This design comes from an exercise in tuning for small area, a short achievable clock period and few clock cycles on the open sky130 flow, not from production work. The RTL was checked by simulation tests, not by an equivalence proof against the original design.

==> module cvr_seed, before the edit <==
module cvr_seed (
    input  wire         clk,
    input  wire         rst,        
    input  wire         start,      
    input  wire [3:0]   key_len,    
    input  wire [63:0]  key,        
    output wire         busy,
    output reg          t_valid,    
    output reg  [3:0]   t_idx,      
    output wire [143:0] t_val,      
    output wire         ovf         
);
    localparam W  = 146;            
    localparam WA = 130;            
    localparam [1:0] S_IDLE = 2'd0,
                     S_SQ   = 2'd1,
                     S_FOLD = 2'd2;
    reg [1:0]    state;
    reg          busy_r;
    reg [127:0]  x;         
    reg [128:0]  tp;        
    reg [15:0]   d;         
    reg [WA-1:0] as, ac;    
    reg          cin;       
    reg [15:0]   od;        
    reg [2:0]    k;         
    reg [4:0]    lr;        
    reg [16:0]   lh;        
    assign busy  = busy_r;
    assign t_val = {15'd0, tp};
    assign ovf   = 1'b0;
    integer i;
    reg [63:0] key_mask;
    always @(*) begin
        for (i = 0; i < 8; i = i + 1)
            key_mask[8*i +: 8] = (i < key_len) ? 8'hff : 8'h00;
    end
    wire [63:0] p = key & key_mask;
    reg [4:0] sig_len;
    always @(*) begin
        sig_len = 5'd0;
        for (i = 0; i < 16; i = i + 1)
            if (x[8*i +: 8] != 8'd0)
                sig_len = i[4:0] + 5'd1;
    end
    wire [4:0] len  = (k == 3'd0) ? sig_len : lr;
    wire       last = ({k, 1'b0} + 4'd2 >= len);
    wire       odd  = len[0];
    reg [W-1:0] inj;
    always @(*) begin
        inj = {W{1'b0}};
        inj[0] = cin;
        for (i = 1; i < 15; i = i + 1)
            if (k != 3'd0 && lh[i + 2]) inj[8*i +: 16] = od;
    end
    reg [W-1:0] pp [0:15];
    always @(*) begin
        for (i = 0; i < 16; i = i + 1)
            pp[i] = {{(W-128){1'b0}}, x & {128{d[i]}}} << i;
    end
    function [2*W-1:0] csa(input [W-1:0] a, input [W-1:0] b, input [W-1:0] c);
        csa = {(a & b | a & c | b & c) << 1, a ^ b ^ c};
    endfunction
    wire [W-1:0] sa = {{(W-WA){1'b0}}, as};
    wire [W-1:0] sc = {{(W-WA){1'b0}}, ac};
    wire [W-1:0] a0, a1, a2, a3, a4, a5, a6, a7, a8, a9, a10, a11;
    assign {a1,  a0}  = csa(pp[0],  pp[1],  pp[2]);
    assign {a3,  a2}  = csa(pp[3],  pp[4],  pp[5]);
    assign {a5,  a4}  = csa(pp[6],  pp[7],  pp[8]);
    assign {a7,  a6}  = csa(pp[9],  pp[10], pp[11]);
    assign {a9,  a8}  = csa(pp[12], pp[13], pp[14]);
    assign {a11, a10} = csa(pp[15], sa,     sc);
    wire [W-1:0] b0, b1, b2, b3, b4, b5, b6, b7;
    assign {b1, b0} = csa(a0, a1, a2);
    assign {b3, b2} = csa(a3, a4, a5);
    assign {b5, b4} = csa(a6, a7, a8);
    assign {b7, b6} = csa(a9, a10, a11);
    wire [W-1:0] c0, c1, c2, c3, c4, c5;
    assign {c1, c0} = csa(b0, b1, b2);
    assign {c3, c2} = csa(b3, b4, b5);
    assign {c5, c4} = csa(b6, b7, inj);
    wire [W-1:0] d0, d1, d2, d3;
    assign {d1, d0} = csa(c0, c1, c2);
    assign {d3, d2} = csa(c3, c4, c5);
    wire [W-1:0] e0, e1;
    assign {e1, e0} = csa(d0, d1, d2);
    wire [W-1:0] vs, vc;
    assign {vc, vs} = csa(e0, e1, d3);
    wire [8:0]  lowlo  = {1'b0, vs[7:0]}  + {1'b0, vc[7:0]};
    wire [8:0]  lowh0  = {1'b0, vs[15:8]} + {1'b0, vc[15:8]};
    wire [8:0]  lowh1  = {1'b0, vs[15:8]} + {1'b0, vc[15:8]} + 9'd1;
    wire [8:0]  lowhi  = lowlo[8] ? lowh1 : lowh0;
    wire         sh8   = last & odd;
    wire [WA-1:0] nas  = sh8 ? vs[WA+7:8] : vs[W-1:16];
    wire [WA-1:0] nac  = sh8 ? vc[WA+7:8] : vc[W-1:16];
    wire          ncin = sh8 ? lowlo[8]   : lowhi[8];
    reg  [WA-1:0] f3;
    always @(*) begin
        f3 = {WA{1'b0}};
        for (i = 0; i < 16; i = i + 2) begin
            if (lh[i + 2]) f3[8*i +: 16] = od;
            if (lh[i + 1]) f3[8*i +: 8]  = od[7:0];
        end
    end
    wire [WA-1:0] fs = as ^ ac ^ f3;
    wire [WA-1:0] fc = {(as & ac | as & f3 | ac & f3), 1'b0};
    wire [WA-1:0] tpx = {1'b0, tp};
    wire [WA-1:0] gs = fs ^ fc ^ tpx;
    wire [WA-1:0] gc = {(fs & fc | fs & tpx | fc & tpx), 1'b0};
    wire [WA-1:0] t = fs + fc + cin;
    wire [WA-1:0] e = gs + gc + cin;
    always @(posedge clk) begin
        if (rst) begin
            state   <= S_IDLE;
            busy_r  <= 1'b0;
            t_valid <= 1'b0;
        end else begin
            t_valid <= 1'b0;
            case (state)
                S_IDLE: begin
                    if (start) begin
                        state  <= S_SQ;
                        busy_r <= 1'b1;
                    end
                end
                S_SQ: begin
                    if (last) state <= S_FOLD;
                end
                S_FOLD: begin
                    t_valid <= 1'b1;
                    if (t_idx == 4'd8) begin
                        state  <= S_IDLE;
                        busy_r <= 1'b0;
                    end else begin
                        state  <= S_SQ;
                    end
                end
                default: begin
                    state  <= S_IDLE;
                    busy_r <= 1'b0;
                end
            endcase
        end
    end
    always @(posedge clk) begin
        case (state)
            S_SQ: begin
                as  <= nas;
                ac  <= nac;
                cin <= ncin;
                od  <= {lowhi[7:0], lowlo[7:0]};
                if (k == 3'd0) begin
                    lr <= sig_len;
                    for (i = 0; i < 17; i = i + 1) lh[i] <= (sig_len == i);
                end
                d   <= (k == 3'd7) ? 16'd0 : x[16*(k+1) +: 16];
                k   <= k + 3'd1;
            end
            S_FOLD: begin
                tp    <= t[128:0];
                x     <= e[127:0];
                d     <= e[15:0];
                as    <= {WA{1'b0}};
                ac    <= {WA{1'b0}};
                cin   <= 1'b0;
                od    <= 16'd0;
                k     <= 3'd0;
                t_idx <= t_idx + 4'd1;
            end
            default: begin
                x     <= {64'd0, p};
                tp    <= {65'd0, p};
                d     <= p[15:0];
                as    <= {WA{1'b0}};
                ac    <= {WA{1'b0}};
                cin   <= 1'b0;
                od    <= 16'd0;
                k     <= 3'd0;
                t_idx <= 4'd0;
            end
        endcase
    end
endmodule
clock: 20.0 ns
lec_check: 0
cap_margin: 50
core_margin: 2
core_utilization: 30
slew_margin: 60
run.sh (not shown) runs the stock make flow with config.mk's settings and CLKGATE_MAP_FILE= SYNTH_SCRIPT=/design/flow/synth_recipe.tcl, a recipe that flattens the netlist after the stock synthesis.
Testbench counts at the start, summed over its fixed seeds: cycles 48,298.
Next try:
--- a/flow/design.v
+++ b/flow/design.v
@@ -23,12 +23,13 @@
     reg [WA-1:0] as, ac;    
     reg          cin;       
     reg [15:0]   od;        
     reg [2:0]    k;         
     reg [4:0]    lr;        
     reg [16:0]   lh;        
+    reg [7:0]    pe;        
     assign busy  = busy_r;
     assign t_val = {15'd0, tp};
     assign ovf   = 1'b0;
     integer i;
     reg [63:0] key_mask;
     always @(*) begin
@@ -85,33 +86,36 @@
     wire [W-1:0] e0, e1;
     assign {e1, e0} = csa(d0, d1, d2);
     wire [W-1:0] vs, vc;
     assign {vc, vs} = csa(e0, e1, d3);
     wire [8:0]  lowlo  = {1'b0, vs[7:0]}  + {1'b0, vc[7:0]};
     wire [8:0]  lowh0  = {1'b0, vs[15:8]} + {1'b0, vc[15:8]};
-    wire [8:0]  lowh1  = {1'b0, vs[15:8]} + {1'b0, vc[15:8]} + 9'd1;
+    wire [9:0]  lowh1w = {1'b0, vs[15:8], 1'b1} + {1'b0, vc[15:8], 1'b1};
+    wire [8:0]  lowh1  = lowh1w[9:1];
     wire [8:0]  lowhi  = lowlo[8] ? lowh1 : lowh0;
     wire         sh8   = last & odd;
     wire [WA-1:0] nas  = sh8 ? vs[WA+7:8] : vs[W-1:16];
     wire [WA-1:0] nac  = sh8 ? vc[WA+7:8] : vc[W-1:16];
     wire          ncin = sh8 ? lowlo[8]   : lowhi[8];
     reg  [WA-1:0] f3;
     always @(*) begin
         f3 = {WA{1'b0}};
-        for (i = 0; i < 16; i = i + 2) begin
-            if (lh[i + 2]) f3[8*i +: 16] = od;
-            if (lh[i + 1]) f3[8*i +: 8]  = od[7:0];
-        end
+        for (i = 0; i < 8; i = i + 1)
+            if (pe[i]) f3[16*i +: 16] = od;
     end
     wire [WA-1:0] fs = as ^ ac ^ f3;
     wire [WA-1:0] fc = {(as & ac | as & f3 | ac & f3), 1'b0};
     wire [WA-1:0] tpx = {1'b0, tp};
-    wire [WA-1:0] gs = fs ^ fc ^ tpx;
-    wire [WA-1:0] gc = {(fs & fc | fs & tpx | fc & tpx), 1'b0};
-    wire [WA-1:0] t = fs + fc + cin;
-    wire [WA-1:0] e = gs + gc + cin;
+    wire [WA-1:0] hs = as ^ ac ^ tpx;
+    wire [WA-1:0] hc = {(as & ac | as & tpx | ac & tpx), 1'b0};
+    wire [WA-1:0] gs = hs ^ hc ^ f3;
+    wire [WA-1:0] gc = {(hs & hc | hs & f3 | hc & f3), 1'b0};
+    wire [WA:0]   tw = {fs, 1'b1} + {fc, cin};
+    wire [WA:0]   ew = {gs, 1'b1} + {gc, cin};
+    wire [WA-1:0] t = tw[WA:1];
+    wire [WA-1:0] e = ew[WA:1];
     always @(posedge clk) begin
         if (rst) begin
             state   <= S_IDLE;
             busy_r  <= 1'b0;
             t_valid <= 1'b0;
         end else begin
@@ -145,16 +149,17 @@
     always @(posedge clk) begin
         case (state)
             S_SQ: begin
                 as  <= nas;
                 ac  <= nac;
                 cin <= ncin;
-                od  <= {lowhi[7:0], lowlo[7:0]};
+                od  <= {sh8 ? 8'd0 : lowhi[7:0], lowlo[7:0]};
                 if (k == 3'd0) begin
                     lr <= sig_len;
                     for (i = 0; i < 17; i = i + 1) lh[i] <= (sig_len == i);
+                    for (i = 0; i < 8; i = i + 1) pe[i] <= (sig_len == 2*i + 1) || (sig_len == 2*i + 2);
                 end
                 d   <= (k == 3'd7) ? 16'd0 : x[16*(k+1) +: 16];
                 k   <= k + 3'd1;
             end
             S_FOLD: begin
                 tp    <= t[128:0];
What happened: The new run produced a clean layout; global-route usage is lower by 0.86 points; core utilization is about the same; routed wire length decreases by 2.4%; synthesized area climbs by 0.98%; cell count falls by 2.3%.
Testbench counts after the change, summed over its fixed seeds: cycles 48,298.

[afterwards: timing with drivers on the ports]
How much do the figures lean on ideal ports? The routed layouts below were timed once more, with nothing changed but the port constraints.
Step 1: set_driving_cell puts a clkbuf_16 on clk and a buf_2 on each other input, an assumption about the parent block.
Step 2, shift: input delay + t, output delay - t, t = (earliest + latest rising clock arrival at the registers) / 2. This alone moves slack from input paths to output paths.
Three values: no drivers, after step 1, after step 2; two values: the first two.
run	t, ns	slack for setup (ns)	worst hold slack (ns)
the first run	0.826	12.816 / 12.816 / 12.816	0.570 / 0.570 / 0.570
the second run	0.834	12.560 / 12.560 / 12.560	0.561 / 0.561 / 0.561
After both steps every run listed still meets setup and hold.
